From an optimization exercise on the open Yosys and OpenROAD flow, aimed at small area, a short achievable clock period and few clock cycles per item; shortcuts taken in it are not production practice. In this exercise RTL edits were held to simulation tests only and were not proved equivalent to the original. Power is estimated from default activity; no workload was simulated.

[flow/run.sh]
#!/bin/bash
# synth_recipe.tcl (not shown) runs the flow's synth.tcl, then flattens the netlist and writes it again
# the make line also repeats each setting of config.mk as NAME=value (left out here)
make -C /OpenROAD-flow-scripts/flow DESIGN_CONFIG=/design/flow/config.mk WORK_HOME=/design/flow/orfs CLKGATE_MAP_FILE= SYNTH_SCRIPT=/design/flow/synth_recipe.tcl finish
[flow/config.mk]
export PLATFORM = sky130hd
export DESIGN_NAME = ring_unit
export DESIGN_NICKNAME = ring_unit
export VERILOG_FILES = /design/flow/design.v
export SDC_FILE = /design/flow/constraint.sdc
export NUM_CORES = 4
export LEC_CHECK = 0
export CAP_MARGIN = 20
export CORE_MARGIN = 2
export CORE_UTILIZATION = 30
export SLEW_MARGIN = 20
[flow/constraint.sdc]
create_clock -name core_clock -period 11.0 [get_ports {clk}]
set_input_delay 2.2000 -clock core_clock [delete_from_list [all_inputs] [get_ports {clk}]]
set_output_delay 2.2000 -clock core_clock [all_outputs]
set_load 0.01 [all_outputs]
[flow/design.v]
module ring_unit (
    input  wire        clk,
    input  wire        rst,
    input  wire        start,
    input  wire [1:0]  op,        
    input  wire [4:0]  klog2,
    input  wire [64:0] rx,
    input  wire [64:0] ry,
    output wire        ready,
    output reg         done,
    output reg  [2:0]  err,       
    output reg  [2:0]  err_src,   
    output wire [64:0] rz
);
    localparam ERR_NONE  = 3'd0, ERR_ARG = 3'd2, ERR_RANGE = 3'd3,
               ERR_NOINV = 3'd4;
    reg        st_idle, st_chk, st_mul, st_hsum, st_fin, st_inv, st_cor;
    reg        o_add, o_sub, o_mul, o_inv;
    reg        kbad;          
    reg  [6:0] kh;            
    reg  [6:1] kt;            
    reg [64:0] ru, rv, rr, rs;
    reg        cin;           
    reg [7:0]  kreg;          
    reg        spec;          
    assign ready = st_idle;
    assign rz    = ru;
    integer i;
    function [67:0] padd(input [66:0] a, input [66:0] b, input ci);
        reg [66:0] g, p, gn, pn, x;
        integer l, j;
        begin
            x = a ^ b;
            g = a & b;
            p = x;
            for (l = 1; l < 67; l = l * 2) begin
                for (j = 0; j < 67; j = j + 1) begin
                    if (j >= l) begin
                        gn[j] = g[j] | (p[j] & g[j - l]);
                        pn[j] = p[j] & p[j - l];
                    end else begin
                        gn[j] = g[j];
                        pn[j] = p[j];
                    end
                end
                g = gn;
                p = pn;
            end
            padd[0] = x[0] ^ ci;
            for (j = 1; j < 67; j = j + 1)
                padd[j] = x[j] ^ (g[j - 1] | (p[j - 1] & ci));
            padd[67] = g[66] | (p[66] & ci);
        end
    endfunction
    function [133:0] cadd(input [66:0] a, input [66:0] b);
        reg [66:0] g, p, gn, pn, x;
        integer l, j;
        begin
            x = a ^ b;
            g = a & b;
            p = x;
            for (l = 1; l < 67; l = l * 2) begin
                for (j = 0; j < 67; j = j + 1) begin
                    if (j >= l) begin
                        gn[j] = g[j] | (p[j] & g[j - l]);
                        pn[j] = p[j] & p[j - l];
                    end else begin
                        gn[j] = g[j];
                        pn[j] = p[j];
                    end
                end
                g = gn;
                p = pn;
            end
            cadd[0]  = x[0];
            cadd[67] = ~x[0];
            for (j = 1; j < 67; j = j + 1) begin
                cadd[j]      = x[j] ^ g[j - 1];
                cadd[67 + j] = x[j] ^ (g[j - 1] | p[j - 1]);
            end
        end
    endfunction
    wire [64:0] kmask;        
    wire [64:0] konehot;      
    assign kmask[0] = 1'b1;
    genvar gi;
    generate
        for (gi = 1; gi < 65; gi = gi + 1) begin : g_mask
            if (gi < 2)        assign kmask[gi] = kt[1];
            else if (gi < 4)   assign kmask[gi] = kt[2];
            else if (gi < 8)   assign kmask[gi] = kt[3];
            else if (gi < 16)  assign kmask[gi] = kt[4];
            else if (gi < 32)  assign kmask[gi] = kt[5];
            else if (gi < 64)  assign kmask[gi] = kt[6];
            else               assign kmask[gi] = 1'b0;
        end
        for (gi = 0; gi < 65; gi = gi + 1) begin : g_oh
            if (gi == 1)       assign konehot[gi] = kh[0];
            else if (gi == 2)  assign konehot[gi] = kh[1];
            else if (gi == 4)  assign konehot[gi] = kh[2];
            else if (gi == 8)  assign konehot[gi] = kh[3];
            else if (gi == 16) assign konehot[gi] = kh[4];
            else if (gi == 32) assign konehot[gi] = kh[5];
            else if (gi == 64) assign konehot[gi] = kh[6];
            else               assign konehot[gi] = 1'b0;
        end
    endgenerate
    wire [64:0] pvec = konehot | 65'd1;
    function ge_p(input [64:0] x, input [64:0] km, input [64:0] ko);
        ge_p = (|(x & ~km & ~ko)) | ((|(x & ko)) & (|(x & km)));
    endfunction
    function [64:0] rev65(input [64:0] x);
        integer j;
        for (j = 0; j < 65; j = j + 1)
            rev65[j] = x[64 - j];
    endfunction
    wire        mu_sub = ~o_add;
    wire [64:0] mu_x = o_inv ? rs : ru;
    wire [64:0] mu_y = o_inv ? rev65(rv) : rv;
    wire [66:0] mu_a = {2'b00, mu_x};
    wire [66:0] mu_b = mu_sub ? ~{2'b00, mu_y} : {2'b00, mu_y};
    wire [66:0] mu_c = mu_sub ? 67'd1 : {67{1'b1}};
    wire [66:0] mu_cs = mu_a ^ mu_b ^ mu_c;
    wire [66:0] mu_cc = {(mu_a[65:0] & mu_b[65:0]) | (mu_a[65:0] & mu_c[65:0]) |
                         (mu_b[65:0] & mu_c[65:0]), 1'b0};
    wire [133:0] mu_t = cadd(mu_cs, mu_cc);
    wire [66:0] mu_t0 = mu_t[66:0];
    wire [66:0] mu_t1 = mu_t[133:67];
    wire        mu_tk = |(mu_t0[64:0] & konehot);
    wire [64:0] mu_out = mu_sub ?
        (mu_t0[66] ? ((mu_t1[64:0] & (kmask | konehot)) ^ konehot) : mu_t0[64:0]) :
        ((~mu_t0[66] & mu_tk) ? (mu_t0[64:0] ^ konehot) : mu_t1[64:0]);
    wire [3:0]  cnt = kreg[3:0];
    wire [3:0]  digit = ru[{cnt, 2'b00} +: 4];
    wire [68:0] pp0 = digit[0] ? {4'd0, rv}        : 69'd0;
    wire [68:0] pp1 = digit[1] ? {3'd0, rv, 1'b0}  : 69'd0;
    wire [68:0] pp2 = digit[2] ? {2'd0, rv, 2'b0}  : 69'd0;
    wire [68:0] pp3 = digit[3] ? {1'd0, rv, 3'b0}  : 69'd0;
    wire [68:0] acc_s = {4'd0, rr};
    wire [68:0] acc_c = {4'd0, rs};
    wire [68:0] s1 = acc_s ^ acc_c ^ pp0;
    wire [68:0] c1 = {((acc_s & acc_c) | (acc_s & pp0) | (acc_c & pp0)), cin};
    wire [68:0] s2 = pp1 ^ pp2 ^ pp3;
    wire [68:0] c2 = {((pp1 & pp2) | (pp1 & pp3) | (pp2 & pp3)), 1'b0};
    wire [68:0] s3 = s1 ^ c1 ^ s2;
    wire [68:0] c3 = {((s1 & c1) | (s1 & s2) | (c1 & s2)), 1'b0};
    wire [68:0] s4 = s3 ^ c3 ^ c2;
    wire [68:0] c4 = {((s3 & c3) | (s3 & c2) | (c3 & c2)), 1'b0};
    wire [4:0]  retire = {1'b0, s4[3:0]} + {1'b0, c4[3:0]};
    wire [3:0]  ndig = {kh[6], kh[6] | kh[5], kh[6] | kh[5] | kh[4],
                        kh[6] | kh[5] | kh[4] | kh[3]};
    wire        mul_last = (cnt == ndig);
    wire        ue = ~rv[0];
    wire        ve = ~ru[0];
    wire [64:0] xuv = rv ^ ru;
    wire        eq = ~|xuv;
    wire [65:0] d = {1'b0, rv} - {1'b0, ru};
    wire        neg = d[65];
    wire [64:0] xneg = -xuv;
    wire [64:0] above = {xuv[63:0] | xneg[63:0], 1'b0};   
    wire [64:0] absd = d[64:0] ^ (neg ? above : 65'd0);
    wire [7:0]  tw = ue ? rv[7:0] : (ve ? ru[7:0] : xuv[7:0]);
    reg  [2:0]  tl;
    always @* begin
        casez (tw[6:0])
        7'b??????1: tl = 3'd0;
        7'b?????10: tl = 3'd1;
        7'b????100: tl = 3'd2;
        7'b???1000: tl = 3'd3;
        7'b??10000: tl = 3'd4;
        7'b?100000: tl = 3'd5;
        7'b1000000: tl = 3'd6;
        default:    tl = 3'd7;
        endcase
    end
    wire        uside = ue | (~ve & ~neg);
    wire        csel_r = |(kreg[6:0] & kh);              
    wire [7:0]  mrem = st_cor ? kreg : (kreg & {2'b00, kt[6], kt[5], kt[4], kt[3], kt[2], kt[1]});
    wire [2:0]  tc = (|mrem[7:3]) ? 3'd7 : mrem[2:0];
    wire [7:0]  mnext = mrem - {5'd0, tc};
    wire [2:0]  tsh = st_cor ? tc : tl;
    wire [64:0] sh_in = (ue | st_cor) ? rv : (ve ? ru : absd);
    wire [64:0] sh_out = sh_in >> tsh;
    wire        cs_s = st_cor | (eq ? ~csel_r : uside);
    wire [64:0] cs_in = cs_s ? rs : rr;
    wire [2:0]  tcs = (st_cor || eq) ? tc : tl;
    wire [71:0] csh = {7'd0, cs_in} << tcs;
    wire [64:0] cA = {1'b0, csh[63:0] & kmask[63:0]};
    wire [7:0]  cB = ({8{kh[0]}} & csh[8:1])   | ({8{kh[1]}} & csh[9:2]) |
                     ({8{kh[2]}} & csh[11:4])  | ({8{kh[3]}} & csh[15:8]) |
                     ({8{kh[4]}} & csh[23:16]) | ({8{kh[5]}} & csh[39:32]) |
                     ({8{kh[6]}} & csh[71:64]);
    wire [64:0] brev = sh_out | {cB[0], cB[1], cB[2], cB[3], cB[4], cB[5],
                                 cB[6], cB[7], 57'd0};
    wire [67:0] radd_w = padd({2'b00, rr}, {2'b00, rs}, cin);
    wire [64:0] radd = radd_w[64:0];
    wire        u_one = (rv == 65'd1);
    wire [2:0]  hsmall = kh[0] ? ru[3:1] : (kh[1] ? {1'b0, ru[3:2]} : 3'd0);
    wire rx_bad  = ge_p(ru, kmask, konehot);
    wire ry_bad  = ge_p(rv, kmask, konehot) & ~o_inv;
    wire rx_topk = |(ru & konehot);
    always @(posedge clk) begin
        done    <= 1'b0;
        st_chk  <= 1'b0;
        st_hsum <= 1'b0;
        st_fin  <= 1'b0;
        if (st_idle) begin
            o_add <= (op == 2'd0);
            o_sub <= (op == 2'd1);
            o_mul <= (op == 2'd2);
            o_inv <= (op == 2'd3);
            kbad  <= (klog2 > 5'd6);
            for (i = 0; i < 7; i = i + 1)
                kh[i] <= (klog2 == i);
            for (i = 1; i < 7; i = i + 1)
                kt[i] <= (klog2 >= i) && (klog2 <= 5'd6);
            ru   <= rx;
            rv   <= ry;
            rr   <= 65'd0;
            rs   <= 65'd0;
            cin  <= 1'b0;
            kreg <= 8'd0;
            if (start) begin
                st_idle <= 1'b0;
                st_chk  <= 1'b1;
            end
        end
        if (st_chk) begin
            err     <= ERR_NONE;
            err_src <= 3'd0;
            spec    <= rx_topk;
            if (kbad) begin
                err     <= ERR_ARG;
                done    <= 1'b1;
                st_idle <= 1'b1;
            end else if (rx_bad) begin
                err     <= ERR_RANGE;
                err_src <= 3'd3;
                done    <= 1'b1;
                st_idle <= 1'b1;
            end else if (ry_bad) begin
                err     <= ERR_RANGE;
                err_src <= 3'd4;
                done    <= 1'b1;
                st_idle <= 1'b1;
            end else if (o_add | o_sub) begin
                ru      <= mu_out;
                done    <= 1'b1;
                st_idle <= 1'b1;
            end else if (o_mul) begin
                ru[3:0] <= retire[3:0];
                rr      <= s4[68:4];
                rs      <= c4[68:4];
                cin     <= retire[4];
                kreg    <= 8'd1;
                if (rx_topk || mul_last)
                    st_hsum <= 1'b1;
                else
                    st_mul  <= 1'b1;
            end else begin
                if (ru == 65'd0) begin
                    err     <= ERR_NOINV;
                    done    <= 1'b1;
                    st_idle <= 1'b1;
                end else begin
                    rv     <= pvec;
                    rr     <= 65'd0;
                    rs     <= 65'd1;
                    kreg   <= 8'd0;
                    st_inv <= 1'b1;
                end
            end
        end
        if (st_mul) begin
            for (i = 0; i < 16; i = i + 1)
                if (cnt == i) ru[4*i +: 4] <= retire[3:0];
            rr    <= s4[68:4];
            rs    <= c4[68:4];
            cin   <= retire[4];
            kreg  <= kreg + 8'd1;
            if (mul_last) begin
                st_mul  <= 1'b0;
                st_hsum <= 1'b1;
            end
        end
        if (st_hsum) begin
            ru <= ru & kmask;
            if (!spec)
                rv <= radd | {62'd0, hsmall};
            st_fin <= 1'b1;
        end
        if (st_fin) begin
            ru      <= mu_out;
            done    <= 1'b1;
            st_idle <= 1'b1;
        end
        if (st_inv) begin
            if (eq) begin
                st_inv <= 1'b0;
                if (!u_one) begin
                    err     <= ERR_NOINV;
                    done    <= 1'b1;
                    st_idle <= 1'b1;
                end else begin
                    rs    <= cA;
                    rv    <= brev;
                    kreg  <= mnext;
                    if (mnext == 8'd0)
                        st_fin <= 1'b1;
                    else
                        st_cor <= 1'b1;
                end
            end else begin
                kreg <= kreg - {5'd0, tl};
                if (uside) begin
                    rv <= sh_out;
                    rs <= csh[64:0];
                    if (!ue) rr <= radd;
                end else begin
                    ru <= sh_out;
                    rr <= csh[64:0];
                    if (!ve) rs <= radd;
                end
            end
        end
        if (st_cor) begin
            rs   <= cA;
            rv   <= brev;
            kreg <= mnext;
            if (mnext == 8'd0) begin
                st_cor <= 1'b0;
                st_fin <= 1'b1;
            end
        end
        if (rst) begin
            st_idle <= 1'b1;
            st_chk  <= 1'b0;
            st_mul  <= 1'b0;
            st_hsum <= 1'b0;
            st_fin  <= 1'b0;
            st_inv  <= 1'b0;
            st_cor  <= 1'b0;
            done    <= 1'b0;
        end
    end
endmodule
==> out/results.ini <==
[run_status]
status=finished clean

[synthesis]
postSynthAreaPerCell_um2=7.03
yosysWarnings=1
syn_nets=8592
netlist_area_um2=56000
syn_inst=7969
ys_seq_area_share_pct=11.1
ys.flop_type=dfxtp_1
synthArstFlopShare_pct=0
ys_ff_latch=300
synth_edf_count=20
synth_cell_types=112

[routing]
dr.first_iter.drc_count=11321
drtAntennaViolNets=0
route.detailed.drc=0
routed_via_density=6.65
wire_per_inst_um=39.3
routed_wl_um=407000
vias=68836
drt_pass1_iterations=7

[final_layout]
synthToLayoutAreaGrowth_pct=11.8
final_common_cell=a21oi_1
layout.nets=8443
drive_gt1_share_pct=7.41
mostFrequentLayoutCells=a21oi_1, nor2_1, nand2_1, mux2i_1, inv_1
fin_area_um2=62600
layout.cells.non_filler=10357
fillers=20037

[clocking]
cts_tree=done
clkTransAtPathRegs_ns=0.07
cts_resized=0
cts_inserted_buffers=45
cts_buffer_depth=3
cts_setup_buffers=0
ctsHoldBuffers=0
root_buffer=clkbuf_16
clock-sinks=300
clkLatencyLatePin_ns=0.73
htree_levels=2

[timing]
setup_violations=0
worst_pin_slew_ns=1.31
min_period_over_period_pct=77.3
final_hold_viol_count=0
rsz0062_at_grt=false
layout_min_cycle_time_ns=8.50
relSlewSlack_pct=11.8
fmax_ghz=0.118
clock_skew_ns=0.0632
setup_tns_ns=0
slew_violations=0

[floorplanning]
ios=213
die_x_um=436
row_count=158
dieArea_um2=190000
core_area_um2=185000
initial_core_util_pct=30.2
die_h_um=436

[place]
dpl.cell_count=10248
place_hpwl_um=320000
io_buffers=212
gp_congestion=1.12
place_area_um2=60900

[worst_setup_path]
slowest_delay_ns=0.57
critPathRequiredTime_ns=11.61
start_kind=register
worstPathArrival_ns=9.11
worstSetupPathType=register to register
crit_fanout=45
startpoint=o_inv$_DFFE_PP_
path_delay_family=compound AO/OA/AOI/OAI gates
r2r_slack_ns=2.50
timing.rr.start=o_inv$_DFFE_PP_
end_kind=register
cp_slowest_cell=a2111oi_0
path_buf_inv=5

[worst_hold_path]
min_from=st_hsum$_SDFF_PP0_
hp-class=register to register

[power]
power_w=0.0125
powerDensity_nw_per_um2=200
leakagePower_nw=25.2
ir_drop_mv=0.127

[grt]
grt_pass1_vias=63506
grt_overflow=0
grt_max_degree=92
grt_usage_pct=41.2
antenna_found_initial=45
grt_pass1_wl_um=549000

[flow_run]
cap_viol_max_count=0

==> cell usage after synthesis, types with 116 or more instances <==
| cell type | count | share of area (%) |
|---|---|---|
| xnor2_1 | 190 | 3.0 |
| o21ai_0 | 484 | 4.3 |
| nand2_1 | 710 | 4.8 |
| nor3_1 | 282 | 2.5 |
| ha_1 | 221 | 4.9 |
| o22ai_1 | 116 | 1.3 |
| nand3_1 | 148 | 1.3 |
| a21oi_1 | 809 | 7.2 |
| and2_1 | 231 | 2.6 |
| nor2_1 | 752 | 5.0 |
| a211oi_1 | 152 | 2.0 |
| a21o_1 | 141 | 1.9 |
| fa_1 | 262 | 9.4 |
| mux2i_1 | 490 | 8.8 |
| xor2_1 | 136 | 2.1 |
| dfxtp_1 | 280 | 10 |
| clkbuf_1 | 508 | 3.4 |
| inv_1 | 478 | 3.2 |
| nand4_1 | 129 | 1.4 |
==> layer usage <==
| metal | wire length, um | track usage, % | up-vias |
|---|---|---|---|
| li1 | - | - | 28409 |
| met1 | 153000 | 51.4 | 33606 |
| met2 | 163000 | 58.5 | 5507 |
| met3 | 51100 | 12.7 | 1290 |
| met4 | 40200 | 32.0 | 24 |
| met5 | 201 | 0 | - |
==> path summary, 6_finish.rpt <==
kind                            cells after the start           endpoint
worst max register to register                     28     ru[28]$_DFF_P_
worst max-delay path                               28     ru[28]$_DFF_P_
worst min register to register                      2  st_fin$_SDFF_PP0_
worst min-delay path                                2  st_fin$_SDFF_PP0_
==> final cells by class <==
class | count | area (um^2) | share of cell area, %
clock buffers | 56 | 1270 | 2.03
flip-flops and latches | 300 | 6250 | 9.97
well taps | 2480 | 3100 | 4.95
clock inverters | 20 | 243 | 0.388
multi-input cells | 6476 | 45400 | 72.5
diodes | 28 | 70.1 | 0.112
inverters | 482 | 1810 | 2.89
repair buffers | 515 | 4460 | 7.12
==> per-stage QoR <==
stage                     utilization (%)  hold WS, ns  setup slack [ns]
after floorplan                         -        0.492              4.89
after global placement               32.8        0.438              2.93
after detailed placement             32.9        0.460              2.90
after CTS                            33.7        0.455              2.83
after global routing                 33.8        0.521              2.09
final                                33.8        0.460              2.50
==> power breakdown <==
group          switching [W]  internal, W  leakage (nW)
clock network       0.000737     0.000894         0.732
logic                0.00665      0.00277          21.9
registers           0.000298      0.00118          2.52
total                0.00768      0.00484          25.2
==> registers in the layout (all words and copies together), names as in the netlist, 2 cells and up <==
name / flops
kreg: 8
kh: 6
err_src: 2
ru: 65
rv: 65
kt: 6
rr: 65
err: 3
rs: 65
==> worst min-delay path, cell delays in order, from the launching register on <==
cell and delay, ns:
dfxtp_2 0.33, a21oi_1 0.04, nor2_1 0.07
==> logic make-up (layout without fill, tap and decap cells) <==
logic type,count (synthesis),in the layout,synth area share (%)
compound gates,2563,2563,29.2
simple gates,2551,2551,21.3
buf+inv,1193,1073,8.49
mux,551,551,10.4
fa+ha+maj,483,483,14.3
xor+xnor,328,328,5.18
flops,300,300,11.1
other cells,0,28,0
Testbench counts, summed over its fixed seeds: cycles 20,845, items 1,600.

==> port drivers added, routing unchanged <==
How much do the figures lean on ideal ports? The routed layout below was timed once more, with nothing changed but the port constraints.
Step 1 (the two cells are an assumption about what drives the block):
set clk [get_ports {clk}]
set_driving_cell -lib_cell sky130_fd_sc_hd__clkbuf_16 $clk
set_driving_cell -lib_cell sky130_fd_sc_hd__buf_2 [delete_from_list [all_inputs] $clk]
Step 2 also shifts input and output timing later by t, the mid clock arrival at the registers, as if the neighbouring blocks saw the same clock.
a / b / c = ideal / step 1 / step 2; a / b = the first two.
t (ns): 0.782
setup WS [ns]: 2.502 / 2.502 / 2.502
hold slack, ns: 0.460 / 0.460 / 0.460
worst setup path after step 2: register to register
worst register clock-pin slew, ns: 0.08 / 0.08
After both steps this run still meets setup and hold. For this run, drivers alone change the setup slack by 0.000 ns; drivers and shift together by 0.000 ns.
